Background: an optimization exercise with open tools, aiming at small area. Do not read the settings as production practice.
RTL that was checked went through simulation tests only; none was proved equivalent to the original.
For run 4, only the layout was checked, not whether the RTL still works.
The clock cells of runs 2 to 6 come from the design's own scripts or RTL, not from TritonCTS.
The clock input has no modelled driver; a real chip could not lean on it and would need a root buffer or a full tree.
Power figures rest on the tool's default switching activity, not on a simulated workload.

==> flow/flow/area.abc <==
strash
ifraig
scorr
dc2
strash
dch -f
amap
topo
==> flow/flow/run.sh <==
#!/bin/bash
set -euo pipefail
export BUFFER_PORTS_ARGS="-buffer_cell sky130_fd_sc_hd__buf_1"
export SKIP_REPAIR_TIE_FANOUT=1
export CTS_ARGS="-sink_clustering_enable -repair_clock_nets -dont_use_dummy_load -buf_list sky130_fd_sc_hd__clkbuf_8"
bash standard.sh synth > synth.log 2>&1
R=orfs/results/sky130hd/stpm3x_link/base
LIB=$FLOW_HOME/platforms/sky130hd/lib/sky130_fd_sc_hd__tt_025C_1v80.lib
YOSYS=$FLOW_HOME/../tools/install/yosys/bin/yosys
[[ -x $YOSYS ]] || YOSYS=yosys
cp $R/1_2_yosys.v remap_in.v
sed "s#LIBFILE#$LIB#g; s#INFILE#remap_in.v#; s#ABCSCRIPT#flow/area.abc#; s#STATFILE#remap_stat.txt#; s#OUTFILE#remap_out.v#" flow/remap.ys > remap_run.ys
$YOSYS -s remap_run.ys > remap.log 2>&1
cp remap_out.v $R/1_2_yosys.v
bash standard.sh finish > finish.log 2>&1
==> flow/design.v <==
module stpm3x_crc8 (
    input  wire [31:0] data,
    output reg  [7:0]  crc
);
    integer i;
    reg [7:0] acc;
    always @* begin
        acc = 8'h00;
        for (i = 31; i >= 0; i = i - 1) begin
            if (data[i] ^ acc[7])
                acc = {acc[6:0], 1'b0} ^ 8'h07;
            else
                acc = {acc[6:0], 1'b0};
        end
        crc = acc;
    end
endmodule
module stpm3x_frame_codec (
    input  wire [2:0]  op,
    input  wire [7:0]  a,
    input  wire [39:0] d,
    output reg  [79:0] result
);
    localparam OP_CRC8 = 3'd1;
    localparam OP_ENCW = 3'd2;
    localparam OP_ENCR = 3'd3;
    localparam OP_DEC  = 3'd4;
    localparam OP_CHK  = 3'd5;
    wire [7:0] crc_op;
    stpm3x_crc8 u_crc_op (.data(d[39:8]), .crc(crc_op));
    wire [31:0] encw_body = {8'hFF, a, d[7:0], d[15:8]};
    wire [7:0]  encw_crc;
    stpm3x_crc8 u_crc_encw (.data(encw_body), .crc(encw_crc));
    wire [31:0] encr_body = {a, 24'hFFFFFF};
    wire [7:0]  encr_crc;
    stpm3x_crc8 u_crc_encr (.data(encr_body), .crc(encr_crc));
    wire [7:0] chk_crc;
    stpm3x_crc8 u_crc_chk (.data(d[39:8]), .crc(chk_crc));
    always @* begin
        result = 80'd0;
        case (op)
            OP_CRC8: result[7:0]  = crc_op;
            OP_ENCW: result[39:0] = {encw_body, encw_crc};
            OP_ENCR: result       = {encr_body, encr_crc, 40'hFFFFFFFFDE};
            OP_DEC:  result[31:0] = {d[15:8], d[23:16], d[31:24], d[39:32]};
            OP_CHK:  result[0]    = (chk_crc == d[7:0]);
            default: result       = 80'd0;
        endcase
    end
endmodule
module stpm3x_link (
    input  wire        clk,
    input  wire        rst,
    input  wire [7:0]  t_min,         
    input  wire        cmd_valid,
    output wire        cmd_ready,
    input  wire [2:0]  cmd_op,
    input  wire [7:0]  cmd_addr,
    input  wire [39:0] cmd_data,
    output wire        rsp_valid,
    output wire [2:0]  rsp_code,
    output wire [79:0] rsp_data,
    output wire [1:0]  rsp_crc_err,   
    output wire        arb_req,
    input  wire        arb_ack,
    input  wire        arb_gnt,
    output wire        bus_held,
    output wire        spi_cs_n,
    output wire        spi_sclk,
    output wire        spi_mosi,
    input  wire        spi_miso
);
    localparam [2:0] ST_IDLE  = 3'd0,
                     ST_COMP  = 3'd1,    
                     ST_REQ   = 3'd2,    
                     ST_RES   = 3'd3,    
                     ST_DLYO  = 3'd4,    
                     ST_FRAME = 3'd5,    
                     ST_CLOSE = 3'd6,    
                     ST_DLYE  = 3'd7;    
    localparam [2:0] D_ZERO = 3'd0, D_ONE = 3'd1, D_S39 = 3'd2, D_S31 = 3'd3,
                     D_S23  = 3'd4, D_S15 = 3'd5, D_C7 = 3'd6, D_DE = 3'd7;
    reg  [2:0]  st;
    reg  [2:0]  op;
    reg  [7:0]  cnt;       
    reg         fr;        
    reg         e0, e1;    
    reg  [39:0] S;
    reg  [7:0]  C;
    wire [2:0] bi = cnt[6:4];
    wire [2:0] ki = cnt[3:1];    
    wire s_idle  = (st == ST_IDLE);
    wire s_comp  = (st == ST_COMP);
    wire s_req   = (st == ST_REQ);
    wire s_dlyo  = (st == ST_DLYO);
    wire s_frame = (st == ST_FRAME);
    wire s_dlye  = (st == ST_DLYE);
    wire s_close = (st == ST_CLOSE);
    wire s_res   = (st == ST_RES);
    wire is_rd   = op[0];
    wire is_bus  = (op[2:1] == 2'b11);
    wire cz7     = (cnt[7:1] == 7'd0);
    wire cnt0    = cz7 && !cnt[0];
    reg        fullrot;    
    reg        ash, bsh;   
    reg        c_shift;    
    reg  [2:0] dsel;
    reg        force1;
    wire       rx = s_frame && is_rd;    
    always @* begin
        fullrot = 1'b0; ash = 1'b0; bsh = 1'b0; c_shift = 1'b0;
        dsel = D_S39; force1 = 1'b0;
        if (s_close) begin
            bsh = 1'b1; c_shift = 1'b1; dsel = D_S15;
        end else if (s_frame && is_rd) begin
            dsel = D_ONE;
            if (!fr) begin
                case (bi)
                    3'd4: begin bsh = 1'b1; dsel = D_S15; end
                    3'd3: ash = 1'b1;
                    3'd0: begin bsh = 1'b1; dsel = D_S15; end
                    default: ;
                endcase
            end else begin
                case (bi)
                    3'd4, 3'd3: ash = 1'b1;
                    3'd0: dsel = D_DE;
                    default: ;
                endcase
            end
        end else if (s_frame || op == 3'd2) begin
            case (bi)
                3'd4: dsel = D_ONE;
                3'd3: begin fullrot = 1'b1; dsel = fr ? D_S23 : D_S39;
                            force1 = fr && (ki == 3'd0); end
                3'd2: begin fullrot = 1'b1; dsel = D_S15; end
                3'd1: begin fullrot = 1'b1; dsel = D_S31; end
                default: begin c_shift = 1'b1; dsel = D_C7; end
            endcase
        end else if (op[1:0] == 2'b11) begin
            case (bi)
                3'd4: fullrot = 1'b1;
                3'd3, 3'd2, 3'd1: begin ash = 1'b1; dsel = D_ONE; end
                default: begin bsh = 1'b1; c_shift = 1'b1; dsel = D_DE; end
            endcase
        end else if (op == 3'd4) begin
            if (bi == 3'd4) begin fullrot = 1'b1; c_shift = 1'b1; end
            else begin c_shift = 1'b1; dsel = D_C7; end
        end else if (op[1:0] == 2'b01) begin
            fullrot = 1'b1;
            if (bi == 3'd0 && !op[2]) begin c_shift = 1'b1; dsel = D_C7; end
        end
    end
    assign spi_sclk = s_frame && !cnt[0];
    wire step = s_comp || s_close || spi_sclk;
    wire de_bit = !((ki == 3'd5) || (ki == 3'd0));
    reg  dsrc;
    always @* begin
        case (dsel)
            D_ONE:   dsrc = 1'b1;
            D_S39:   dsrc = S[39];
            D_S31:   dsrc = S[31];
            D_S23:   dsrc = S[23];
            D_S15:   dsrc = S[15];
            D_C7:    dsrc = C[7];
            D_DE:    dsrc = de_bit;
            default: dsrc = 1'b0;
        endcase
    end
    wire dbit = dsrc | force1;
    wire cin  = rx ? spi_miso : dbit;
    wire ain  = rx ? spi_miso : (fullrot ? S[15] : dbit);
    wire bin  = rx ? spi_miso : (fullrot ? S[39] : C[7]);
    assign spi_mosi = dbit;
    wire load  = (s_idle || s_res) && cmd_valid;
    wire cz    = (C == 8'd0);
    wire legal = !S[32] && (S[39:33] != 7'h7F);
    wire first = (cnt[6:0] == 7'd79);
    assign cmd_ready = s_comp && first;
    reg [2:0] st_n;
    reg       ld_t, ld_39, ld_7;
    always @* begin
        st_n = st; ld_t = 1'b0; ld_39 = 1'b0; ld_7 = 1'b0;
        case (st)
            ST_IDLE, ST_RES: if (cmd_valid) begin st_n = ST_COMP; ld_39 = 1'b1; end
                             else st_n = ST_IDLE;
            ST_COMP: begin
                if (first && (op == 3'd0 || (is_bus && !legal))) st_n = ST_RES;
                else if (first && op == 3'd6) st_n = ST_REQ;
                else if (cz7) st_n = is_bus ? ST_REQ : ST_RES;
            end
            ST_REQ: if (arb_ack) begin st_n = arb_gnt ? ST_DLYO : ST_RES; ld_t = 1'b1; end
            ST_DLYO: if (cnt0) begin st_n = ST_FRAME; ld_39 = 1'b1; end
            ST_FRAME: if (cnt0) begin
                st_n = (is_rd && !fr) ? ST_DLYO : ST_DLYE; ld_t = 1'b1;
            end
            ST_DLYE: if (cnt0) begin
                if (!is_rd && !fr) begin st_n = ST_DLYO; ld_t = 1'b1; end
                else begin st_n = ST_CLOSE; ld_7 = 1'b1; end
            end
            default: if (cz7) st_n = ST_RES;     
        endcase
    end
    always @(posedge clk) begin
        if (rst)
            st <= ST_IDLE;
        else
            st <= st_n;
    end
    assign arb_req  = s_req;
    assign bus_held = st[2];
    assign spi_cs_n = !(s_frame || s_dlye || (s_dlyo && is_rd && fr));
    always @(posedge clk) begin
        if (ld_t)
            cnt <= t_min;
        else if (ld_39 || ld_7)
            cnt <= {1'b0, ld_39, 2'b00, 4'b1111};
        else if (s_comp || s_close)
            cnt <= {cnt[7:1] - 7'd1, cnt[0]};
        else
            cnt <= cnt - 8'd1;
        if (load) begin
            op <= cmd_op;
            fr <= 1'b0;
        end
        if ((s_frame || s_dlye) && st_n == ST_DLYO) fr <= 1'b1;
        if (s_comp && first) e0 <= 1'b1;              
        if (s_req) e0 <= 1'b0;                        
        if (s_dlyo && cnt0) e0 <= !cz;
        if (s_dlye && cnt0) e1 <= !cz;
    end
    always @(posedge clk) begin
        if (load || (s_dlyo && cnt0))
            C <= 8'd0;
        else if (step && !c_shift)
            C <= {C[6:0], 1'b0} ^ ({8{cin ^ C[7]}} & 8'h07);
        else if (step)
            C <= {C[6:0], cin};
    end
    always @(posedge clk) begin
        if (load) begin
            S[39:32] <= cmd_op[1] ? cmd_addr : cmd_data[39:32];
            S[31:0]  <= cmd_data[31:0];
        end else if (step) begin
            if (fullrot || ash) S[39:16] <= {S[38:16], ain};
            if (fullrot || bsh) S[15:0]  <= {S[14:0], bin};
        end
    end
    assign rsp_valid = s_res;
    assign rsp_code  = is_bus ? (fr ? {2'b00, is_rd} : (e0 ? 3'd4 : 3'd3))
                     : (op == 3'd0) ? 3'd5 : 3'd2;
    assign rsp_data  = {S[15:8], 24'hFFFFFF, S[7:0], 8'hFF,
                        S[23:16], S[31:24], S[39:32],
                        C[7:1], (op == 3'd5) ? cz : C[0]};
    assign rsp_crc_err = {e1, e0};
endmodule
==> flow/config.mk <==
export PLATFORM = sky130hd
export DESIGN_NAME = stpm3x_link
export DESIGN_NICKNAME = stpm3x_link
export VERILOG_FILES = /design/flow/design.v
export SDC_FILE = /design/flow/constraint.sdc
export NUM_CORES = 4
export LEC_CHECK = 0
export ABC_AREA = 1
export CAP_MARGIN = 20
export CORE_MARGIN = 2
export CORE_UTILIZATION = 40
export SLEW_MARGIN = 20
==> flow/flow/remap.ys <==
# Re-map the combinational logic of the standard synthesis for area.
# The flip-flops are kept as they are (same cells, same instance names).
read_liberty -ignore_miss_func LIBFILE
blackbox sky130_fd_sc_hd__dfxtp_1 sky130_fd_sc_hd__edfxtp_1 sky130_fd_sc_hd__dfrtp_1 sky130_fd_sc_hd__dfstp_1
read_verilog -sv INFILE
hierarchy -top stpm3x_link
flatten
opt_clean -purge
opt -fast
abc -liberty LIBFILE -dont_use *probe* -dont_use *lpflow* -script ABCSCRIPT
opt_clean -purge
hilomap -singleton -hicell sky130_fd_sc_hd__conb_1 HI -locell sky130_fd_sc_hd__conb_1 LO
insbuf -buf sky130_fd_sc_hd__buf_4 A X
splitnets
opt_clean -purge
hierarchy -top stpm3x_link
tee -o STATFILE stat -liberty LIBFILE
write_verilog -noattr -nohex -nodec OUTFILE
==> flow/constraint.sdc <==
create_clock -name core_clock -period 8.0 [get_ports {clk}]
set_input_delay 1.6000 -clock core_clock [delete_from_list [all_inputs] [get_ports {clk}]]
set_output_delay 1.6000 -clock core_clock [all_outputs]
set_load 0.01 [all_outputs]
==> flow/standard.sh <==
#!/bin/bash
# synth_recipe.tcl (not shown) runs the flow's synth.tcl, then flattens the netlist and writes it again
# the make line also repeats each setting of config.mk as NAME=value (left out here)
make -C /OpenROAD-flow-scripts/flow DESIGN_CONFIG=/design/flow/config.mk WORK_HOME=/design/flow/orfs CLKGATE_MAP_FILE= SYNTH_SCRIPT=/design/flow/synth_recipe.tcl "${@:-finish}"
==> results of run 1 <==
-- power by group through the flow --
stage          combinational, mW  clock [mW]  sequential, mW
5_1_grt                    0.353       0.229           0.518
3_5_place_dp               0.314           0           0.514
6_report                   0.313       0.210           0.508
3_3_place_gp               0.308           0           0.514
2_1_floorplan              0.290           0           0.499
4_1_cts                    0.316       0.218           0.508
-- worst reg2reg max path, cell delays in order (launching register included) --
cell and delay (ps):
dfxtp_1 410, clkinv_1 210, nor2_1 210, clkinv_1 160, o21ai_0 240, clkinv_1 280
nand2_1 130, nor3_1 80, nor2_1 160, o221ai_1 210, clkinv_1 90, o22ai_1 70
o221a_1 260, o21ai_0 290, a22oi_1 180, o2111ai_1 370, clkinv_1 140, nor3_1 140
a2111oi_0 80
-- path summary, 6_finish.rpt --
path | from | end | cells after the start
max reg2reg | st[2]$_SDFF_PP0_ | C[2]$_SDFFE_PP0P_ | 18
min reg2reg | C[4]$_SDFFE_PP0P_ | C[5]$_SDFFE_PP0P_ | 2
max | st[2]$_SDFF_PP0_ | spi_mosi | 14
min | C[4]$_SDFFE_PP0P_ | C[5]$_SDFFE_PP0P_ | 2
-- cell usage in the layout, fill, tap and decap left out, types with 10 or more instances in the layout --
cell type / count
buf_1: 124
nor2_1: 63
clkinv_1: 51
edfxtp_1: 46
nand2_1: 30
a22o_1: 30
o21ai_0: 23
dfxtp_1: 19
nor3_1: 15
a21oi_1: 13
o22ai_1: 13
a22oi_1: 10
-- registers in the layout, indices dropped and copies added (netlist names) --
| name | cells |
|---|---|
| fr | 1 |
| C | 8 |
| e0 | 1 |
| S | 40 |
| op | 3 |
| e1 | 1 |
| st | 3 |
| cnt | 8 |
-- stage by stage --
step	hold slack, ps	instance area [µm²]	utilization, %	setup WS [ps]
after floorplan	462	3910	-	3140
after global placement	485	3970	41.1	3640
after detailed placement	483	3970	41.1	3500
after CTS	491	4090	42.4	3130
after global routing	518	4090	42.4	2720
final	487	4090	42.4	3040
-- routing by layer --
metal	track usage, %	vias up	share of wire (%)
li1	-	1613	-
met1	22.1	1499	44
met2	26.5	178	43
met3	5.69	42	9.0
met4	9.41	0	4.0
met5	0	-	0
-- cell type report --
class,instances,area (µm²),share of cell area [%]
tap,133,166,4.07
inverter,51,191,4.68
timing repair buffer,128,495,12.1
multi-input combinational,243,1350,33.0
clock buffer,9,124,3.03
sequential,65,1760,43.1
==> run summary, run 1 <==
- RSZ-0062 raised after global routing: false
- Total gr overflow: 0
- Routed WL per cell: 14.6 µm
- First-pass GRT wire length: 14100 µm
- Drt total wl: 9210 µm
- GPL Wtd Cong: 1.03
- Overall power: 1.03 mW
- Initial antenna violation count: 0
- Mapped cell area: 3910 µm²
- Worst IR drop on VDD: 0.0824 mV
- Num CTS Buffers: 9
- Clock sinks: 65
- Synthesis warning total: 1
- Slew Viols, Final: 0
- Largest delay contributor family on the critical path: compound AO/OA/AOI/OAI gates
- Row count: 36
- Worst rel slew slack: 40.1%
- Fillers: 983
- Setup Buffers After CTS: 0
- Die area: 10600 µm²
- Power density over the cells: 252 nW/µm²
- Int Power: 0.668 mW
- Synth Area per Inst: 8.88 µm²
- Slew @ Worst Pin: 895 ps
- CP startpoint kind: flip-flop
- NumNets Final: 563
- Hold buffer count at CTS: 0
- Tcrit/Tclk final: 62.0%
- Clk pin slew, worst setup/hold paths: 60 ps
- Via count: 3332
- Non-filler cells, final: 629
- Core ar.: 9640 µm²
- Syn-to-layout area delta: 4.64%
- Inserted Diodes: 0
- Status: timing/DRC/antenna clean
- Placed Cells: 620
- Clk Latency, worst-skew pair: 350 ps
- CTS tree: built
- Clock power share: 20.3%
- Num ports: 157
- CTS H-Tree Depth: 3
- F_max: 0.202 GHz
- Arrival time at the worst endpoint: 3360 ps
- Sw frac: 35.2%
- Clk buf depth: 2
- CP endpoint kind: primary output
- DRT iter0 DRCs: 225
- Final min period: 4960 ps
- Drt first pass iters: 6
- Die X: 103 µm
- CP cell instances: clkinv_1 -> nor2_1 -> clkinv_1 -> o21ai_0 -> clkinv_1 -> nand2_1 -> nor3_1 -> nor2_1 -> o221ai_1 -> clkinv_1 -> o22ai_1 -> o221a_1 -> o21ai_0 -> buf_1
- Drt drc: 0
- Max Cap Viol: 0
- CTS resizes: 0
- Gate power share: 30.4%
- GRT Overall Usage: 17.4%
- Worst Path Required: 6400 ps
- HP Class: reg2reg
- Critical path class: reg2out
- Final setup TNS: 0 ps
- Final hold viol count: 0
- Critical path buffers and inverters: 5
- Static Leak: 1.40 nW
- Starting Density: 40.6%
- Post-Syn Nets: 505
- Die height: 103 µm
- ANT nets after route: 0
- Clock root cell: clkbuf_8
- Worst path max stage delay: 410 ps
- HPWL Detailed: 6890 µm
- Critical-path maximum fanout: 7
- Setup Skew: 25.2 ps
- Avg Vias per Cell: 5.30
- Setup Viol. Count Final: 0
- Syn Inst Count: 440
- Share of layout cells above drive strength 1: 2.82%
- I/O Buffers: 124
- Vias in the first global route: 3011
- Largest net degree at the start of global routing: 52
- Seq pwr share: 49.3%
- Net switching power: 0.363 mW
- CP dominant cell by count: clkinv_1
- R2R Setup Slk: 4110 ps
- CP max stage cell: dfxtp_1
==> run 2, diff against run 1 <==
--- a/flow/flow/run.sh
+++ b/flow/flow/run.sh
@@ -2,7 +2,7 @@
 set -euo pipefail
 export BUFFER_PORTS_ARGS="-buffer_cell sky130_fd_sc_hd__buf_1"
 export SKIP_REPAIR_TIE_FANOUT=1
-export CTS_ARGS="-sink_clustering_enable -repair_clock_nets -dont_use_dummy_load -buf_list sky130_fd_sc_hd__clkbuf_8"
+export PRE_CTS_TCL=$PWD/flow/manual_cts.tcl
 bash standard.sh synth > synth.log 2>&1
 R=orfs/results/sky130hd/stpm3x_link/base
 LIB=$FLOW_HOME/platforms/sky130hd/lib/sky130_fd_sc_hd__tt_025C_1v80.lib
==> flow/flow/manual_cts.tcl (new file) <==
# Sourced by ORFS's cts.tcl before its clock tree synthesis (PRE_CTS_TCL).
# Replaces clock_tree_synthesis with a small two-level tree: one root buffer
# driven by the clock port, feeding NX x NY leaf buffers, each driving the
# flip-flops of one region of the placement.
proc clock_tree_synthesis { args } {
  set nx 3
  set ny 2
  set leaf_cell sky130_fd_sc_hd__clkbuf_8
  set root_cell sky130_fd_sc_hd__clkbuf_4
  set db [ord::get_db]
  set block [ord::get_db_block]
  set clknet [$block findNet clk]
  set sinks {}
  foreach it [$clknet getITerms] {
    if { [$it isInputSignal] } { lappend sinks $it }
  }
  proc ::mcts_x { it } { set b [[$it getInst] getBBox]; return [expr { ([$b xMin] + [$b xMax]) / 2 }] }
  proc ::mcts_y { it } { set b [[$it getInst] getBBox]; return [expr { ([$b yMin] + [$b yMax]) / 2 }] }
  set srt [lsort -command { apply { { a b } { expr { [::mcts_x $a] - [::mcts_x $b] } } } } $sinks]
  set groups {}
  set per [expr { int(ceil([llength $srt] / double($nx))) }]
  for { set c 0 } { $c < $nx } { incr c } {
    set col [lrange $srt [expr { $c * $per }] [expr { ($c + 1) * $per - 1 }]]
    set col [lsort -command { apply { { a b } { expr { [::mcts_y $a] - [::mcts_y $b] } } } } $col]
    set per2 [expr { int(ceil([llength $col] / double($ny))) }]
    for { set r 0 } { $r < $ny } { incr r } {
      set grp [lrange $col [expr { $r * $per2 }] [expr { ($r + 1) * $per2 - 1 }]]
      if { [llength $grp] } { lappend groups $grp }
    }
  }
  set rinst [odb::dbInst_create $block [$db findMaster $root_cell] "clkbuf_root"]
  set rootnet [odb::dbNet_create $block "clknet_root"]
  $rootnet setSigType CLOCK
  [$rinst findITerm A] connect $clknet
  [$rinst findITerm X] connect $rootnet
  set rx 0
  set ry 0
  foreach it $sinks {
    set rx [expr { $rx + [::mcts_x $it] }]
    set ry [expr { $ry + [::mcts_y $it] }]
  }
  $rinst setLocation [expr { $rx / [llength $sinks] }] [expr { $ry / [llength $sinks] }]
  $rinst setPlacementStatus PLACED
  set g 0
  foreach grp $groups {
    set inst [odb::dbInst_create $block [$db findMaster $leaf_cell] "clkbuf_leaf_$g"]
    set net [odb::dbNet_create $block "clknet_leaf_$g"]
    $net setSigType CLOCK
    set sx 0
    set sy 0
    foreach it $grp {
      $it disconnect
      $it connect $net
      set sx [expr { $sx + [::mcts_x $it] }]
      set sy [expr { $sy + [::mcts_y $it] }]
    }
    [$inst findITerm A] connect $rootnet
    [$inst findITerm X] connect $net
    $inst setLocation [expr { $sx / [llength $grp] }] [expr { $sy / [llength $grp] }]
    $inst setPlacementStatus PLACED
    incr g
  }
  puts "manual clock tree: 1 root, $g leaves, [llength $sinks] sinks"
  set_propagated_clock [all_clocks]
}
==> run 2 against run 1 <==
  * Global-route usage fell by 0.79 points
  * Largest cell class unchanged
  * Critical path type unchanged
  * Worst hold slack improved by 4.4 ps
  * Largest power group unchanged
  * Flip-flop and latch count did not move
  * Cell count fell by 0.32%
  * Register-to-register slack improved by 50 ps
  * Via count fell by 1.7%
==> run summary, run 2 <==
- Clk Latency, worst-skew pair: 410 ps (+60 ps)
- Avg Vias per Cell: 5.22 (-1.4%)
- Setup Skew: 13.6 ps (-11.6 ps)
- R2R Setup Slk: 4160 ps (+50 ps)
- Worst setup margin: 3000 ps (-46.7 ps)
- Placed Cells: 620 (unchanged)
- Hold slack: 491 ps (+4.38 ps)
- Fillers: 983 (unchanged)
- CP endpoint kind: primary output
- Syn-to-layout area delta: 3.78%
- Post-Syn Nets: 505 (unchanged)
- Die height: 103 µm (unchanged)
- GPL Wtd Cong: 1.03 (unchanged)
- Largest registers: S x40, C x8, cnt x8
- Worst r2r src: st[2]$_SDFF_PP0_
- Power density over the cells: 247 nW/µm² (-2.2%)
- Critical path buffers and inverters: 5 (unchanged)
- Critical path class: reg2out
- Max reg flops: 40 (unchanged)
- Overall power: 1.00 mW (-3.0%)
- Clk pin slew, worst setup/hold paths: 80 ps (+20 ps)
- Syn Inst Count: 440 (unchanged)
- Min-delay src: C[4]$_SDFFE_PP0P_
- Setup Buffers After CTS: 0 (unchanged)
- Hold Path Stages: 2 (unchanged)
- Worst rel slew slack: 41.4% (+1.3 points)
- Initial antenna violation count: 0 (unchanged)
- Die X: 103 µm (unchanged)
- Static Leak: 1.38 nW (-1.2%)
- NumNets Final: 561 (-0.36%)
- Hold buffer count at CTS: 0 (unchanged)
- Final min period: 5000 ps (+46.6 ps)
- Mapped cell area: 3910 µm² (unchanged)
- Reg with most FFs: S
- Total gr overflow: 0 (unchanged)
- CP startpoint kind: flip-flop
- CP max stage cell: dfxtp_1
- Worst Path Required: 6400 ps (about the same)
- Die area: 10600 µm² (unchanged)
- Max Cap Viol: 0 (unchanged)
- DRT iter0 DRCs: 219 (-2.7%)
- First-pass GRT wire length: 14200 µm (+0.83%)
- CP dominant cell by count: clkinv_1
- Tcrit/Tclk final: 62.5% (+0.58 points)
- Starting Density: 40.6% (unchanged)
- I/O Buffers: 124 (unchanged)
- F_max: 0.200 GHz (-0.93%)
- Row count: 36 (unchanged)
- Final hold viol count: 0 (unchanged)
- Synthesis warning total: 1 (unchanged)
- DP Worst Slack: 3500 ps (unchanged)
- Largest net degree at the start of global routing: 52 (unchanged)
- WHS Endpoint: C[5]$_SDFFE_PP0P_
- Drt first pass iters: 5 (-1)
- CTS resizes: 0 (unchanged)
- CP cell instances: clkinv_1 -> nor2_1 -> clkinv_1 -> o21ai_0 -> clkinv_1 -> nand2_1 -> nor3_1 -> nor2_1 -> o221ai_1 -> clkinv_1 -> o22ai_1 -> o221a_1 -> o21ai_0 -> buf_1
- Slew Viols, Final: 0 (unchanged)
- Synth Area per Inst: 8.88 µm² (unchanged)
- Routed WL per cell: 14.7 µm (+0.12%)
- Num ports: 157 (unchanged)
- Final setup TNS: 0 ps (unchanged)
- Drt drc: 0 (unchanged)
- Arrival time at the worst endpoint: 3400 ps (+40 ps)
- Drt total wl: 9190 µm (-0.20%)
- Core ar.: 9640 µm² (unchanged)
- Most common cell after layout, fill and taps aside: buf_1
- Worst path max stage delay: 420 ps (about the same)
- Critical R2R Capture: C[2]$_SDFFE_PP0P_
- Worst IR drop on VDD: 0.114 mV (+38%)
- RSZ-0062 raised after global routing: false
- Inserted Diodes: 0 (unchanged)
- Critical-path maximum fanout: 7 (unchanged)
- HPWL Detailed: 6890 µm (unchanged)
- Most frequent cells in the layout: buf_1 (124), nor2_1 (63), clkinv_1 (51), edfxtp_1 (46)
- Vias in the first global route: 2936 (-2.5%)
- Status: timing/DRC/antenna clean
- Setup Viol. Count Final: 0 (unchanged)
- Worst Reg-to-Reg Cells: 18 (unchanged)
- ANT nets after route: 0 (unchanged)
- Share of layout cells above drive strength 1: 2.43% (-0.39 points)
- Slew @ Worst Pin: 876 ps (-18.9 ps)
- GRT Overall Usage: 16.7% (-0.79 points)
- Via count: 3275 (-1.7%)
- Largest delay contributor family on the critical path: compound AO/OA/AOI/OAI gates
- Non-filler cells, final: 627 (-0.32%)
- HP Class: reg2reg
run 2: changes by cell type in the layout (fill, tap and decap cells not counted):
cell	delta
clkbuf_4	+1
clkbuf_8	-3
run 2: metal layers:
metal / vias up / part of all wire, % / track usage [%] / wire, µm
met4: 0 / 2.4 / 3.44 / 223
met1: 1474 / 45 / 22.9 / 4150
li1: 1609 / - / - / -
met3: 28 / 8.4 / 3.12 / 775
met5: - / 0 / 0 / 0
met2: 164 / 44 / 27.6 / 4040
run 2: through the flow:
stage	utilization, %	area, µm²
floorplan	-	3910
global placement	41.1	3970
detailed placement	41.1	3970
CTS	42.1	4060
global route	42.1	4060
finish	42.1	4060
run 2: final cells by class:
type                       count  area, µm²  share of cell area [%]
sequential                    65       1760                    43.4
multi-input combinational    243       1350                    33.3
timing repair buffer         128        495                    12.2
inverter                      51        191                    4.72
tap                          133        166                    4.10
buffer                         7       90.1                    2.22
run 2: where the power goes:
group	switching (mW)	internal, mW	leakage, nW
sequential	0.0529	0.454	0.604
combinational	0.200	0.113	0.729
clock	0.108	0.0724	0.0477
run 2: worst min-delay path, stage by stage, from the launching register on:
cell	delay, ps
dfxtp_1	330
clkinv_1	60
o22ai_1	60
run 2: worst max path at each step:
stage / start / endpoint / slack [ps] / depth (start not counted)
2_1_floorplan: cmd_valid / fr$_SDFFE_PP1P_ / 3140 / 8
3_3_place_gp: st[2]$_SDFF_PP0_ / spi_mosi / 3640 / 10
3_5_place_dp: st[2]$_SDFF_PP0_ / spi_mosi / 3500 / 14
4_1_cts: st[2]$_SDFF_PP0_ / spi_mosi / 3020 / 14
5_1_grt: st[2]$_SDFF_PP0_ / spi_mosi / 2610 / 14
6_report: st[2]$_SDFF_PP0_ / spi_mosi / 3000 / 14
==> run 3, diff against run 2 <==
--- a/flow/flow/run.sh
+++ b/flow/flow/run.sh
@@ -9,7 +9,23 @@
 YOSYS=$FLOW_HOME/../tools/install/yosys/bin/yosys
 [[ -x $YOSYS ]] || YOSYS=yosys
 cp $R/1_2_yosys.v remap_in.v
-sed "s#LIBFILE#$LIB#g; s#INFILE#remap_in.v#; s#ABCSCRIPT#flow/area.abc#; s#STATFILE#remap_stat.txt#; s#OUTFILE#remap_out.v#" flow/remap.ys > remap_run.ys
-$YOSYS -s remap_run.ys > remap.log 2>&1
-cp remap_out.v $R/1_2_yosys.v
+# three re-mappings in parallel (one plain, two with ABC's deepsyn from
+# different seeds); the smallest netlist is used
+for i in 0 1 2; do
+  sed "s#LIBFILE#$LIB#g; s#INFILE#remap_in.v#; s#ABCSCRIPT#flow/area$i.abc#; s#STATFILE#remap_stat$i.txt#; s#OUTFILE#remap_out$i.v#" flow/remap.ys > remap_run$i.ys
+  $YOSYS -s remap_run$i.ys > remap$i.log 2>&1 &
+done
+wait
+best=""
+bestarea=""
+for i in 0 1 2; do
+  a=$(awk '/Chip area/ {print $NF}' remap_stat$i.txt 2>/dev/null || true)
+  [[ -n "$a" && -s remap_out$i.v ]] || continue
+  if [[ -z "$best" ]] || awk -v x="$a" -v y="$bestarea" 'BEGIN { exit !(x < y) }'; then
+    best=$i
+    bestarea=$a
+  fi
+done
+echo "remap: using variant $best, area $bestarea" > remap_choice.txt
+cp remap_out$best.v $R/1_2_yosys.v
 bash standard.sh finish > finish.log 2>&1
==> flow/flow/area0.abc (new file) <==
strash
ifraig
scorr
dc2
strash
dch -f
amap
topo
==> flow/flow/area1.abc (new file) <==
strash
&get -n
&deepsyn -T 60 -S 1
&put
dch -f
amap
topo
==> flow/flow/area2.abc (new file) <==
strash
&get -n
&deepsyn -T 60 -S 2
&put
dch -f
amap
topo
removed: flow/flow/area.abc
==> run 3 against run 2 <==
  * Global-route usage is 0.36 points lower
  * Die area is 3.6% lower
  * Fmax increased by 3.1%
  * Clock skew decreased by 1.1 ps
  * Setup slack better by 150 ps
  * Register-to-register slack improved by 200 ps
  * Final area down 4.1%
  * Synthesized area fell by 3.7%
  * Worst hold slack improved by 3.8 ps
  * Clock power is essentially flat
  * Largest cell class unchanged
==> run summary, run 3 <==
- Final setup TNS: 0 ps (unchanged)
- Critical path class: reg2out
- ANT nets after route: 0 (unchanged)
- GPL Wtd Cong: 0.906 (-12%)
- Static Leak: 1.33 nW (-3.7%)
- Die X: 101 µm (-1.8%)
- Setup Skew: 12.5 ps (-1.09 ps)
- Overall power: 1.09 mW (+8.9%)
- DP Worst Slack: 3670 ps (+171 ps)
- Tcrit/Tclk final: 60.7% (-1.9 points)
- Worst rel slew slack: 35.4% (-6.0 points)
- Die height: 101 µm (-1.8%)
- F_max: 0.206 GHz (+3.1%)
- Placed Cells: 560 (-9.7%)
- Most common cell after layout, fill and taps aside: buf_1
- First-pass GRT wire length: 13600 µm (-4.5%)
- Arrival time at the worst endpoint: 3250 ps (-150 ps)
- Row count: 35 (-2.8%)
- Power density over the cells: 280 nW/µm² (+14%)
- Total gr overflow: 0 (unchanged)
- Clk pin slew, worst setup/hold paths: 80 ps (about the same)
- Die area: 10200 µm² (-3.6%)
- Max Cap Viol: 0 (unchanged)
- Worst IR drop on VDD: 0.118 mV (+3.4%)
- Worst setup margin: 3150 ps (+150 ps)
- Post-Syn Nets: 469 (-7.1%)
- Max reg flops: 40 (unchanged)
- Syn Inst Count: 404 (-8.2%)
- Num ports: 157 (unchanged)
- Status: timing/DRC/antenna clean
- Worst Path Required: 6400 ps (about the same)
- Via count: 3037 (-7.3%)
- Largest net degree at the start of global routing: 49 (-5.8%)
- Syn-to-layout area delta: 3.39%
- Int Power: 0.684 mW (+6.9%)
- Final hold viol count: 0 (unchanged)
- Hold buffer count at CTS: 0 (unchanged)
- Inserted Diodes: 0 (unchanged)
- Drt first pass iters: 5 (unchanged)
- Fillers: 952 (-3.2%)
- CP startpoint kind: flip-flop
- Clock power share: 16.4% (-1.6 points)
- Slew Viols, Final: 0 (unchanged)
- HP Class: reg2reg
- Mapped cell area: 3760 µm² (-3.7%)
- RSZ-0062 raised after global routing: false
- Final min period: 4850 ps (-150 ps)
- HPWL Detailed: 6720 µm (-2.4%)
- Avg Vias per Cell: 5.35 (+2.4%)
- Largest registers: S x40, C x8, cnt x8
- Starting Density: 40.9% (+0.37 points)
- Slew @ Worst Pin: 966 ps (+90.5 ps)
- GRT Overall Usage: 16.3% (-0.36 points)
- Drt drc: 0 (unchanged)
- Most frequent cells in the layout: buf_1 (124), nor2_1 (64), clkinv_1 (50), edfxtp_1 (46), a22o_1 (29)
- Non-filler cells, final: 568 (-9.4%)
- Routed WL per cell: 15.5 µm (+6.1%)
- Critical-path maximum fanout: 9 (+2)
- Seq pwr share: 49.6% (-1.1 points)
- Reg with most FFs: S
- CTS resizes: 0 (unchanged)
- Synthesis warning total: 1 (unchanged)
- Clk Latency, worst-skew pair: 410 ps (about the same)
- DRT iter0 DRCs: 218 (-0.46%)
- Sw frac: 37.2% (+1.2 points)
- NumNets Final: 524 (-6.6%)
- Share of layout cells above drive strength 1: 2.63% (+0.20 points)
- Vias in the first global route: 2815 (-4.1%)
- Initial antenna violation count: 0 (unchanged)
- Setup Buffers After CTS: 0 (unchanged)
- Core ar.: 9200 µm² (-4.6%)
- Net switching power: 0.406 mW (+13%)
- Drt total wl: 8830 µm (-3.9%)
- I/O Buffers: 124 (unchanged)
- Synth Area per Inst: 9.32 µm² (+4.9%)
- Gate power share: 34.0% (+2.7 points)
- CP endpoint kind: primary output
- Setup Viol. Count Final: 0 (unchanged)
==> run 3: worst paths after layout <==
kind / start / endpoint / slack [ps] / cells after the start
max: st[2]$_SDFF_PP0_ / spi_mosi / 3150 / 11
min: C[6]$_SDFFE_PP0P_ / C[7]$_SDFFE_PP0P_ / 490 / 2
max reg2reg: st[2]$_SDFF_PP0_ / C[2]$_SDFFE_PP0P_ / 4360 / 17
min reg2reg: C[6]$_SDFFE_PP0P_ / C[7]$_SDFFE_PP0P_ / 490 / 2
==> run 3: power by group through the flow <==
stage	registers (mW)	clock network [mW]	logic, mW
floorplan	0.526	0	0.349
CTS	0.541	0.187	0.371
global route	0.552	0.197	0.415
detailed placement	0.548	0	0.369
finish	0.540	0.179	0.370
global placement	0.546	0	0.367
==> run 3: worst max-delay path, stage by stage (launching register included) <==
cell      delay (ps)
dfxtp_1          470
clkinv_1         260
nor2_1           210
a21oi_1           80
a222oi_1         580
nor2_1           160
o22ai_1          250
nor2_1            90
a21oi_1          300
nor2_1            70
a21oi_1          180
buf_1            200
==> run 3: per-stage QoR <==
step                      hold slack (ps)  utilization (%)  instance area, µm²
after floorplan                       465                -                3760
after global placement                484             41.2                3790
after detailed placement              488             41.2                3790
after CTS                             500             42.1                3880
after global routing                  529             42.3                3890
final                                 495             42.3                3890
==> run 3: metal layers <==
metal | vias up | track usage, % | wire length (µm)
met4 | 0 | 3.64 | 230
met1 | 1399 | 21.6 | 3720
li1 | 1489 | - | -
met2 | 128 | 28.2 | 4240
met3 | 21 | 2.43 | 642
met5 | - | 0 | 0
==> run 3: final cells by class <==
cell class | count | area (µm²) | share of cell area [%]
Tap cell | 111 | 139 | 3.57
Timing Repair Buffer | 127 | 495 | 12.7
Buffer | 7 | 90.1 | 2.32
Inverter | 50 | 188 | 4.82
Multi-Input combinational cell | 208 | 1220 | 31.3
Sequential cell | 65 | 1760 | 45.3
==> run 4, diff against run 3 <==
--- a/flow/design.v
+++ b/flow/design.v
@@ -237,15 +237,16 @@
         else if (step)
             C <= {C[6:0], cin};
     end
-    always @(posedge clk) begin
-        if (load) begin
-            S[39:32] <= cmd_op[1] ? cmd_addr : cmd_data[39:32];
-            S[31:0]  <= cmd_data[31:0];
-        end else if (step) begin
-            if (fullrot || ash) S[39:16] <= {S[38:16], ain};
-            if (fullrot || bsh) S[15:0]  <= {S[14:0], bin};
-        end
-    end
+    wire        sh_a  = step && (fullrot || ash) && !load;
+    wire        sh_b  = step && (fullrot || bsh) && !load;
+    wire        hd_a  = !load && !sh_a;
+    wire        hd_b  = !load && !sh_b;
+    wire [39:0] s_ld  = {cmd_op[1] ? cmd_addr : cmd_data[39:32], cmd_data[31:0]};
+    wire [39:0] s_sh  = {S[38:16], ain, S[14:0], bin};
+    wire [39:0] s_sel = {{24{sh_a}}, {16{sh_b}}};
+    wire [39:0] s_hd  = {{24{hd_a}}, {16{hd_b}}};
+    always @(posedge clk)
+        S <= ({40{load}} & s_ld) | (s_sel & s_sh) | (s_hd & S);
     assign rsp_valid = s_res;
     assign rsp_code  = is_bus ? (fr ? {2'b00, is_rd} : (e0 ? 3'd4 : 3'd3))
                      : (op == 3'd0) ? 3'd5 : 3'd2;
--- a/flow/flow/run.sh
+++ b/flow/flow/run.sh
@@ -9,16 +9,16 @@
 YOSYS=$FLOW_HOME/../tools/install/yosys/bin/yosys
 [[ -x $YOSYS ]] || YOSYS=yosys
 cp $R/1_2_yosys.v remap_in.v
-# three re-mappings in parallel (one plain, two with ABC's deepsyn from
+# four re-mappings in parallel (one plain, three with ABC's deepsyn from
 # different seeds); the smallest netlist is used
-for i in 0 1 2; do
+for i in 0 1 2 3; do
   sed "s#LIBFILE#$LIB#g; s#INFILE#remap_in.v#; s#ABCSCRIPT#flow/area$i.abc#; s#STATFILE#remap_stat$i.txt#; s#OUTFILE#remap_out$i.v#" flow/remap.ys > remap_run$i.ys
   $YOSYS -s remap_run$i.ys > remap$i.log 2>&1 &
 done
 wait
 best=""
 bestarea=""
-for i in 0 1 2; do
+for i in 0 1 2 3; do
   a=$(awk '/Chip area/ {print $NF}' remap_stat$i.txt 2>/dev/null || true)
   [[ -n "$a" && -s remap_out$i.v ]] || continue
   if [[ -z "$best" ]] || awk -v x="$a" -v y="$bestarea" 'BEGIN { exit !(x < y) }'; then
==> flow/flow/area3.abc (new file) <==
strash
&get -n
&deepsyn -T 60 -S 3
&put
dch -f
amap
topo
==> run 4 against run 3 <==
  * Still clean on timing, DRC and antenna
  * Worst hold slack got worse by 1.8 ps
  * Register-to-register slack got worse by 460 ps
  * Fmax fell by 5.2%
  * Die area fell by 4.8%
  * Cell count rose by 6.0%
  * Routed wire length rose by 5.8%
  * Clock skew fell by 1.8 ps
  * Sequential share of layout area fell by 8.2 points
  * Clock power barely moved
  * Critical path depth rose by 2
  * Critical path type unchanged
  * Largest cell class unchanged
==> run summary, run 4 <==
- Status: timing/DRC/antenna clean
- DP Worst Slack: 3370 ps (-306 ps)
- Slew @ Worst Pin: 1040 ps (+73.2 ps)
- Most common cell after layout, fill and taps aside: buf_1
- CP max stage cell: a31oi_1
- F_max: 0.195 GHz (-5.2%)
- Die height: 98.5 µm (-2.4%)
- First-pass GRT wire length: 15300 µm (+13%)
- Int Power: 0.614 mW (-10%)
- Initial antenna violation count: 0 (unchanged)
- CP startpoint kind: flip-flop
- Die area: 9710 µm² (-4.8%)
- Synthesis warning total: 1 (unchanged)
- Post-Syn Nets: 507 (+8.1%)
- Max reg flops: 40 (unchanged)
- Die X: 98.5 µm (-2.4%)
- Drt total wl: 9350 µm (+5.8%)
- Final setup TNS: 0 ps (unchanged)
- Worst setup margin: 2880 ps (-264 ps)
- Num ports: 157 (unchanged)
- Worst path max stage delay: 510 ps (-70 ps)
- GRT Overall Usage: 18.4% (+2.1 points)
- Syn-to-layout area delta: 2.73%
- NumNets Final: 561 (+7.1%)
- Tcrit/Tclk final: 64.0% (+3.3 points)
- Seq pwr share: 48.2% (-1.4 points)
- Worst rel slew slack: 30.5% (-4.9 points)
- Clock power share: 18.0% (+1.6 points)
- Share of layout cells above drive strength 1: 1.82% (-0.80 points)
- Avg Vias per Cell: 5.40 (+0.97%)
- Vias in the first global route: 3152 (+12%)
- CTS resizes: 0 (unchanged)
- Setup Viol. Count Final: 0 (unchanged)
- Gate power share: 33.9% (about the same)
- Arrival time at the worst endpoint: 3520 ps (+270 ps)
- Critical path class: reg2out
- Largest registers: S x40, C x8, cnt x8
- Setup Buffers After CTS: 0 (unchanged)
- Routed WL per cell: 15.5 µm (-0.13%)
- Clk Latency, worst-skew pair: 410 ps (about the same)
- Hold buffer count at CTS: 0 (unchanged)
- Row count: 34 (-2.9%)
- Via count: 3250 (+7.0%)
- Critical-path maximum fanout: 7 (-2)
- Core ar.: 8680 µm² (-5.6%)
- Setup Skew: 10.7 ps (-1.83 ps)
- Total gr overflow: 0 (unchanged)
- Starting Density: 41.2% (+0.27 points)
- Syn Inst Count: 442 (+9.4%)
- CP endpoint kind: primary output
- Clk pin slew, worst setup/hold paths: 80 ps (about the same)
- Reg with most FFs: S
- Final hold viol count: 0 (unchanged)
- HPWL Detailed: 7170 µm (+6.6%)
- Inserted Diodes: 0 (unchanged)
- Slew Viols, Final: 0 (unchanged)
- I/O Buffers: 124 (unchanged)
- Static Leak: 1.25 nW (-6.2%)
- Drt first pass iters: 5 (unchanged)
- Power density over the cells: 273 nW/µm² (-2.5%)
- ANT nets after route: 0 (unchanged)
- Final min period: 5120 ps (+264 ps)
- Max Cap Viol: 0 (unchanged)
- Worst IR drop on VDD: 0.127 mV (+8.0%)
- Synth Area per Inst: 8.09 µm² (-13%)
- Net switching power: 0.389 mW (-4.1%)
- Drt drc: 0 (unchanged)
- Most frequent cells in the layout: buf_1 (124), clkinv_1 (78), dfxtp_1 (59), nor2_1 (53), a222oi_1 (31)
- CP cell instances: clkinv_1 -> nor2_1 -> clkinv_1 -> nor2_1 -> clkinv_1 -> o21ai_0 -> nand2_1 -> a31oi_1 -> a31oi_1 -> nor3_1 -> nor2_1 -> a21oi_1 -> buf_1
- HP Class: reg2reg
- Largest net degree at the start of global routing: 39 (-20%)
- Sw frac: 38.8% (+1.6 points)
- Worst Path Required: 6400 ps (about the same)
- DRT iter0 DRCs: 277 (+27%)
- RSZ-0062 raised after global routing: false
- Mapped cell area: 3570 µm² (-5.0%)
- GPL Wtd Cong: 0.945 (+4.3%)
run 4: path summary, 6_finish.rpt:
check                                      start       endpoint  slack (ps)  cells past startpoint
worst min-delay path                S[4]$_DFF_P_   S[5]$_DFF_P_         490                      2
worst min register to register      S[4]$_DFF_P_   S[5]$_DFF_P_         490                      2
worst max register to register  st[2]$_SDFF_PP0_  S[34]$_DFF_P_        3900                     13
worst max-delay path            st[2]$_SDFF_PP0_       spi_mosi        2880                     13
run 4: critical path, delay by kind of cell, from the launching register on:
family          cells  cell delay [ps]
simple gates        5              850
compound gates      4             1120
buf+inv             4              740
flops               1              400
run 4: metrics by stage:
| stage | instance area [µm²] | utilization, % | std cells | power [mW] | hold slack [ps] |
|---|---|---|---|---|---|
| 2_1_floorplan | 3570 | - | 442 | 0.800 | 456 |
| 3_3_place_gp | 3580 | 41.3 | 595 | 0.824 | 466 |
| 3_5_place_dp | 3580 | 41.3 | 595 | 0.829 | 480 |
| 4_1_cts | 3670 | 42.3 | 602 | 1.01 | 499 |
| 5_1_grt | 3670 | 42.3 | 602 | 1.08 | 528 |
| 6_report | 3670 | 42.3 | 602 | 1.00 | 493 |
run 4: routing by layer:
metal | vias to the layer above | GRT usage, % | share of wire, %
li1 | 1601 | - | -
met1 | 1505 | 25.4 | 45
met2 | 142 | 31.9 | 48
met3 | 2 | 3.05 | 6.8
met4 | 0 | 1.26 | 0.29
met5 | - | 0 | 0
run 4: cell type report:
cell class                 count  area [µm²]
buffer                         7        90.1
multi-input combinational    218        1310
fill                         953        5010
timing repair buffer         126         480
sequential                    65        1360
inverter                      78         293
tap                          108         135
run 4: power by group through the flow:
stage / clock network, mW / logic [mW] / registers, mW
after floorplan: 0 / 0.332 / 0.468
after global placement: 0 / 0.337 / 0.486
after detailed placement: 0 / 0.341 / 0.488
after CTS: 0.189 / 0.342 / 0.482
after global routing: 0.200 / 0.382 / 0.493
final: 0.180 / 0.340 / 0.483
==> run 5, diff against run 4 <==
--- a/flow/design.v
+++ b/flow/design.v
@@ -212,7 +212,7 @@
     assign spi_cs_n = !(s_frame || s_dlye || (s_dlyo && is_rd && fr));
     always @(posedge clk) begin
         if (ld_t)
-            cnt <= t_min;
+            cnt <= {t_min[7:5], 5'b11111};
         else if (ld_39 || ld_7)
             cnt <= {1'b0, ld_39, 2'b00, 4'b1111};
         else if (s_comp || s_close)
--- a/flow/flow/manual_cts.tcl
+++ b/flow/flow/manual_cts.tcl
@@ -4,8 +4,8 @@
 # flip-flops of one region of the placement.
 proc clock_tree_synthesis { args } {
   set nx 3
-  set ny 2
-  set leaf_cell sky130_fd_sc_hd__clkbuf_8
+  set ny 3
+  set leaf_cell sky130_fd_sc_hd__clkbuf_4
   set root_cell sky130_fd_sc_hd__clkbuf_4
   set db [ord::get_db]
   set block [ord::get_db_block]
==> run 5 against run 4 <==
  * Worst hold slack gained 1.4 ps
  * Still clean
  * Total power grew 33%
  * Via count grew 2.6%
  * Combinational power grew 79%
  * Synthesized area grew 1.0%
  * Flip-flop and latch count is the same
  * Routed wire length shrank 2.0%
==> run summary, run 5 <==
- Setup Buffers After CTS: 0 (unchanged)
- Met2 Use GR: 27.5% (-4.4 points)
- Status: timing/DRC/antenna clean
- Arrival time at the worst endpoint: 3870 ps (+350 ps)
- Routed WL per cell: 14.7 µm (-5.3%)
- Slew Viols, Final: 0 (unchanged)
- Fin area: 3680 µm² (+0.24%)
- Slew @ Worst Pin: 945 ps (-94.0 ps)
- Worst path max stage delay: 570 ps (+60 ps)
- Worst Path Required: 6400 ps (about the same)
- Largest net degree at the start of global routing: 37 (-5.1%)
- Hold Path Stages: 2 (unchanged)
- CP startpoint kind: flip-flop
- Seq pwr share: 41.9% (-6.3 points)
- Synthesis warning total: 1 (unchanged)
- Worst IR drop on VDD: 0.157 mV (+23%)
- Gate power share: 45.5% (+12 points)
- Share of layout cells above drive strength 1: 2.33% (+0.51 points)
- Die X: 99.0 µm (+0.48%)
- Via count: 3334 (+2.6%)
- Final setup TNS: 0 ps (unchanged)
- Critical-path maximum fanout: 11 (+4)
- Drt first pass iters: 6 (+1)
- CP endpoint kind: primary output
- Row count: 34 (unchanged)
- I/O Buffers: 119 (-4.0%)
- Met1 Use GR: 25.1% (-0.30 points)
- ANT nets after route: 0 (unchanged)
- Core ar.: 8720 µm² (+0.49%)
- Total gr overflow: 0 (unchanged)
- GPL Wtd Cong: 0.883 (-6.5%)
- Largest delay contributor family on the critical path: simple AND/OR/NAND/NOR gates
- RSZ-0062 raised after global routing: false
- DRT iter0 DRCs: 263 (-5.1%)
- Int Power: 0.731 mW (+19%)
- End-of-flow core utilization: 42.2% (-0.11 points)
- Final min period: 5470 ps (+352 ps)
- Reg with most FFs: S
- Die height: 99.0 µm (+0.48%)
- CP max stage cell: dfxtp_1
- Clk Latency, worst-skew pair: 450 ps (+40 ps)
- Syn Inst Count: 466 (+5.4%)
- Worst rel slew slack: 37.0% (+6.5 points)
- M3 GR Usage: 3.48% (+0.43 points)
- Register Area: 1350 µm² (-0.74%)
- Starting Density: 41.4% (+0.22 points)
- CP Depth: 11 (-2)
- Setup Viol. Count Final: 0 (unchanged)
- Area of the multi-input gates: 1370 µm² (+4.6%)
- CP dominant cell by count: clkinv_1
- Net switching power: 0.607 mW (+56%)
- Worst Reg-to-Reg Cells: 10 (-3)
- Drt total wl: 9160 µm (-2.0%)
- Syn-to-layout area delta: 1.94%
- NumNets Final: 582 (+3.7%)
- HPWL Detailed: 6850 µm (-4.4%)
- Hold buffer count at CTS: 0 (unchanged)
- Drt drc: 0 (unchanged)
- HP Class: reg2reg
- Vias in the first global route: 3035 (-3.7%)
- Largest registers: S x40, C x8, cnt x8
- CP cell instances: clkinv_1 -> nor2_1 -> clkinv_1 -> nor2_1 -> clkinv_1 -> nand2_1 -> o32ai_1 -> o22a_1 -> or3_1 -> o21ai_0 -> buf_1
- Fillers: 930 (-2.4%)
- F_max: 0.183 GHz (-6.4%)
- CTS resizes: 0 (unchanged)
- Overall power: 1.34 mW (+33%)
- Sw frac: 45.4% (+6.6 points)
- DP Area: 3590 µm² (+0.24%)
- GRT Overall Usage: 17.6% (-0.77 points)
- Tcrit/Tclk final: 68.4% (+4.4 points)
- Max Cap Viol: 0 (unchanged)
- Critical path buffers and inverters: 4 (unchanged)
- Avg Vias per Cell: 5.35 (-0.87%)
- Clk pin slew, worst setup/hold paths: 80 ps (about the same)
- Num ports: 157 (unchanged)
- Final hold viol count: 0 (unchanged)
- Inserted Diodes: 0 (unchanged)
- First-pass GRT wire length: 14800 µm (-3.7%)
- Layer with the highest usage: met2
- Most common cell after layout, fill and taps aside: buf_1
- Static Leak: 1.26 nW (+1.4%)
- Post-Syn Nets: 531 (+4.7%)
- Clock power share: 12.6% (-5.4 points)
- Die area: 9800 µm² (+0.97%)
- Critical path class: reg2out
- Power density over the cells: 363 nW/µm² (+33%)
- Synth Area per Inst: 7.75 µm² (-4.2%)
- Setup Skew: 27.2 ps (+16.5 ps)
- Max reg flops: 40 (unchanged)
- Initial antenna violation count: 0 (unchanged)
- Mapped cell area: 3610 µm² (+1.0%)
- Most frequent cells in the layout: buf_1 (119), clkinv_1 (76), dfxtp_1 (60), nor2_1 (52), nand2_1 (51)
## run 5: cell count changes in the layout (fill, tap and decap cells not counted), sizes merged, moves of 5 or more
cell	delta
nand2	+31
o221ai	+30
a222oi	-28
buf	-6
o22ai	-5
## run 5: tightest hold or removal path: cells and delay by family, from the launching register on
kind                   cells  cell delay [ps]
buffers and inverters      1               60
AOI/OAI and AO/OA          1               60
DFF                        1              330
## run 5: power groups by stage
stage,Clock [mW],Sequential (mW),Combinational [mW]
2_1_floorplan,0,0.542,0.571
3_3_place_gp,0,0.564,0.598
3_5_place_dp,0,0.565,0.606
4_1_cts,0.175,0.560,0.608
5_1_grt,0.188,0.577,0.683
6_report,0.168,0.561,0.609
## run 5: through the flow
step,hold slack (ps),std cells,setup WS (ps)
final,494,623,2530
after global routing,522,623,2200
after CTS,495,622,2620
after detailed placement,478,612,3130
after global placement,472,612,3120
after floorplan,456,466,3890
## run 5: area by class of cell
cell class | count | share of cell area, %
multi-input cells | 244 | 37.3
flip-flops and latches | 65 | 36.7
repair buffers | 120 | 12.5
inverters | 76 | 7.75
well taps | 108 | 3.67
plain buffers | 10 | 2.04
## run 5: per-layer routing
layer	part of all wire (%)	vias up	routed length, µm
met4	2.7	0	249
met3	7.8	25	718
met2	44	134	4000
met5	0	-	0
met1	46	1516	4190
li1	-	1659	-
## run 5: path summary, 6_finish.rpt
| check | startpoint | to | slack [ps] |
|---|---|---|---|
| max | st[2]$_SDFF_PP0_ | spi_mosi | 2530 |
| min | C[3]$_SDFFE_PP0P_ | C[3]$_SDFFE_PP0P_ | 490 |
| max reg2reg | st[2]$_SDFF_PP0_ | S[27]$_DFF_P_ | 3390 |
| min reg2reg | C[3]$_SDFFE_PP0P_ | C[3]$_SDFFE_PP0P_ | 490 |
==> run 6, diff against run 5 <==
==> flow/flow/run.sh (replaced) <==
#!/bin/bash
set -euo pipefail
export BUFFER_PORTS_ARGS="-buffer_cell sky130_fd_sc_hd__buf_1"
export SKIP_REPAIR_TIE_FANOUT=1
export PRE_CTS_TCL=$PWD/flow/manual_cts.tcl
bash standard.sh synth > synth.log 2>&1
R=orfs/results/sky130hd/stpm3x_link/base
LIB=$FLOW_HOME/platforms/sky130hd/lib/sky130_fd_sc_hd__tt_025C_1v80.lib
YOSYS=$FLOW_HOME/../tools/install/yosys/bin/yosys
[[ -x $YOSYS ]] || YOSYS=yosys
cp $R/1_2_yosys.v remap_in.v
# Thirteen re-mappings, four at a time: one plain, twelve with ABC's deepsyn
# from different seeds. The smallest netlist is used.
variants="plain"
for seed in 1 2 3 4 5 6 7 8 9 10 11 12; do variants="$variants $seed"; done
n=0
for v in $variants; do
  if [[ $v == plain ]]; then
    cp flow/area_plain.abc remap_$v.abc
  else
    sed "s#SEED#$v#" flow/area_deep.abc > remap_$v.abc
  fi
  sed "s#LIBFILE#$LIB#g; s#INFILE#remap_in.v#; s#ABCSCRIPT#remap_$v.abc#; s#STATFILE#remap_stat_$v.txt#; s#OUTFILE#remap_out_$v.v#" flow/remap.ys > remap_run_$v.ys
  timeout 900 $YOSYS -s remap_run_$v.ys > remap_$v.log 2>&1 &
  n=$((n + 1))
  if (( n % 4 == 0 )); then wait || true; fi
done
wait || true
best=""
bestarea=""
for v in $variants; do
  a=$(awk '/Chip area/ {print $NF}' remap_stat_$v.txt 2>/dev/null || true)
  [[ -n "$a" && -s remap_out_$v.v ]] || continue
  if [[ -z "$best" ]] || awk -v x="$a" -v y="$bestarea" 'BEGIN { exit !(x < y) }'; then
    best=$v
    bestarea=$a
  fi
done
echo "remap: using variant $best, area $bestarea" > remap_choice.txt
cp remap_out_$best.v $R/1_2_yosys.v
bash standard.sh finish > finish.log 2>&1
==> flow/flow/area_deep.abc (new file) <==
strash
&get -n
&deepsyn -J 100 -S SEED
&put
dch -f
amap
topo
==> flow/flow/area_plain.abc (new file) <==
strash
ifraig
scorr
dc2
strash
dch -f
amap
topo
removed: flow/flow/area0.abc
removed: flow/flow/area1.abc
removed: flow/flow/area2.abc
removed: flow/flow/area3.abc
==> run 6 against run 5 <==
  * Critical path depth is 1 higher
  * Setup slack better by 420 ps
  * Via count is 3.6% lower
  * First-iteration DRC count is 14% lower
  * Synthesized cell count is 6.0% lower
  * Flip-flop and latch count stayed put
  * Die area is 2.1% lower
  * Cell count is 4.3% lower
  * Core utilization is 0.55 points lower
  * Critical path type unchanged
  * Fmax is 8.4% higher
==> run summary, run 6 <==
- Status: timing/DRC/antenna clean
- Slew Viols, Final: 0 (unchanged)
- Worst rel slew slack: 28.4% (-8.5 points)
- Die X: 98.0 µm (-1.0%)
- Seq pwr share: 46.3% (+4.4 points)
- Worst Path Required: 6400 ps (about the same)
- GRT Overall Usage: 16.9% (-0.80 points)
- Overall power: 1.17 mW (-13%)
- Gate power share: 39.4% (-6.1 points)
- Setup Buffers After CTS: 0 (unchanged)
- Critical path class: reg2out
- RSZ-0062 raised after global routing: false
- Clk pin slew, worst setup/hold paths: 80 ps (about the same)
- Inserted Diodes: 0 (unchanged)
- Drt drc: 0 (unchanged)
- Reg with most FFs: S
- DRT iter0 DRCs: 226 (-14%)
- Final min period: 5050 ps (-425 ps)
- CP startpoint kind: flip-flop
- Routed WL per cell: 14.4 µm (-2.0%)
- Max Cap Viol: 0 (unchanged)
- Sw frac: 41.9% (-3.4 points)
- Worst IR drop on VDD: 0.152 mV (-3.2%)
- Share of layout cells above drive strength 1: 2.46% (+0.13 points)
- Drt total wl: 8580 µm (-6.3%)
- Starting Density: 40.9% (-0.49 points)
- Initial antenna violation count: 0 (unchanged)
- I/O Buffers: 119 (unchanged)
- HPWL Detailed: 6490 µm (-5.3%)
- Hold buffer count at CTS: 0 (unchanged)
- F_max: 0.198 GHz (+8.4%)
- HP Class: reg2reg
- Fillers: 941 (+1.2%)
- Static Leak: 1.24 nW (-2.1%)
- ANT nets after route: 0 (unchanged)
- Final setup TNS: 0 ps (unchanged)
- Slew @ Worst Pin: 1070 ps (+124 ps)
- NumNets Final: 555 (-4.6%)
- Critical-path maximum fanout: 8 (-3)
- Avg Vias per Cell: 5.39 (+0.77%)
- Via count: 3214 (-3.6%)
- Core ar.: 8640 µm² (-0.98%)
- Arrival time at the worst endpoint: 3450 ps (-420 ps)
- Largest registers: S x40, C x8, cnt x8
- Most common cell after layout, fill and taps aside: buf_1
- Post-Syn Nets: 503 (-5.3%)
- Power density over the cells: 325 nW/µm² (-11%)
- Clk Latency, worst-skew pair: 450 ps (about the same)
- Setup Viol. Count Final: 0 (unchanged)
- Tcrit/Tclk final: 63.1% (-5.3 points)
- CTS resizes: 0 (unchanged)
- GPL Wtd Cong: 0.905 (+2.4%)
- Die height: 98.0 µm (-1.0%)
- Total gr overflow: 0 (unchanged)
- Most frequent cells in the layout: buf_1 (119), clkinv_1 (74), dfxtp_1 (60), nor2_1 (58), a222oi_1 (33)
- End-of-flow core utilization: 41.7% (-0.55 points)
- Row count: 34 (unchanged)
- Mapped cell area: 3530 µm² (-2.1%)
- Syn Inst Count: 438 (-6.0%)
- Max reg flops: 40 (unchanged)
- Syn-to-layout area delta: 1.81%
- Drt first pass iters: 5 (-1)
- CP endpoint kind: primary output
- Largest net degree at the start of global routing: 37 (unchanged)
- Die area: 9600 µm² (-2.1%)
- Int Power: 0.679 mW (-7.2%)
- Num ports: 157 (unchanged)
- Clock power share: 14.3% (+1.7 points)
- Final hold viol count: 0 (unchanged)
- Setup Skew: 22.4 ps (-4.74 ps)
- Net switching power: 0.490 mW (-19%)
- First-pass GRT wire length: 14000 µm (-5.2%)
- Synth Area per Inst: 8.07 µm² (+4.1%)
- Vias in the first global route: 3014 (-0.69%)
- Synthesis warning total: 1 (unchanged)
==> run 6: layout make-up <==
| cell class | instances | area, µm² | area share [%] |
|---|---|---|---|
| sequential | 65 | 1350 | 37.6 |
| multi-input combinational | 218 | 1300 | 36.0 |
| timing repair buffer | 121 | 462 | 12.8 |
| inverter | 74 | 278 | 7.72 |
| tap | 108 | 135 | 3.76 |
| buffer | 10 | 75.1 | 2.09 |
==> run 6: worst paths after layout <==
path | cells after the start | from | to | slack, ps
max | 12 | st[2]$_SDFF_PP0_ | spi_mosi | 2950
min | 2 | C[3]$_SDFFE_PP0P_ | C[4]$_SDFFE_PP0P_ | 490
max reg2reg | 12 | st[2]$_SDFF_PP0_ | S[35]$_DFF_P_ | 3060
min reg2reg | 2 | C[3]$_SDFFE_PP0P_ | C[4]$_SDFFE_PP0P_ | 490
==> run 6: per-layer routing <==
layer | track usage (%) | vias up | part of all wire, %
met5 | 0 | - | 0
met4 | 4.27 | 0 | 2.4
met3 | 3.36 | 18 | 8.8
met2 | 27.6 | 136 | 45
met1 | 22.9 | 1479 | 44
li1 | - | 1581 | -
==> run 6: per-stage QoR <==
step | hold slack, ps | setup slack, ps | area [µm²] | cells
finish | 495 | 2950 | 3600 | 596
floorplan | 453 | 4030 | 3530 | 438
global placement | 469 | 3200 | 3520 | 586
global route | 531 | 2470 | 3600 | 596
detailed placement | 473 | 3130 | 3520 | 586
CTS | 496 | 2980 | 3600 | 596
==> run 6: critical path, stage by stage, from the launching register on <==
cell and delay, ps:
dfxtp_1 490, clkinv_1 190, nor2_1 410, clkinv_1 240, nor2_1 180, clkinv_1 160, nand2_1 110, nor2_1 50
o21ai_0 190, clkinv_1 220, a221o_1 390, a31o_1 240, buf_1 140
==> run 6: power by group through the flow <==
| stage | clock [mW] | combinational [mW] | sequential, mW |
|---|---|---|---|
| finish | 0.167 | 0.461 | 0.541 |
| CTS | 0.176 | 0.465 | 0.540 |
| detailed placement | 0 | 0.463 | 0.546 |
| global placement | 0 | 0.455 | 0.543 |
| floorplan | 0 | 0.460 | 0.520 |
| global route | 0.187 | 0.519 | 0.558 |

afterwards: timing with drivers on the ports:
The flow's constraints put no driver on any port. The routed layouts listed below were extracted and timed again, unchanged, in two steps. Step 1 assumes that a clkbuf_16 drives the clock port and a buf_2 every other input. Step 2, shift: input delay + t, output delay - t, t = (earliest + latest rising clock arrival at the registers) / 2. This alone moves slack from input paths to output paths. Three values: no drivers, after step 1, after step 2; two values: the first two.
| run | t (ns) | setup slack, ns | hold slack, ns | slew at the worst register clock pin (ns) | worst slew at a driven data input, ns |
|---|---|---|---|---|---|
| run 1 | 0.368 | 3.043 / 3.012 / 3.380 | 0.487 / 0.487 / 0.487 | 0.08 / 0.08 | 0.04 |
| run 2 | 0.435 | 2.996 / 2.968 / 3.403 | 0.491 / 0.491 / 0.491 | 0.08 / 0.08 | 0.04 |
| run 3 | 0.430 | 3.146 / 3.118 / 3.548 | 0.495 / 0.495 / 0.495 | 0.08 / 0.08 | 0.04 |
| run 4 | 0.431 | 2.882 / 2.855 / 3.286 | 0.493 / 0.493 / 0.493 | 0.08 / 0.08 | 0.04 |
| run 5 | 0.470 | 2.530 / 2.501 / 2.971 | 0.494 / 0.494 / 0.494 | 0.10 / 0.10 | 0.04 |
| run 6 | 0.471 | 2.955 / 2.926 / 3.060 | 0.495 / 0.495 / 0.495 | 0.10 / 0.10 | 0.05 |
After both steps setup and hold are still met in every run listed.
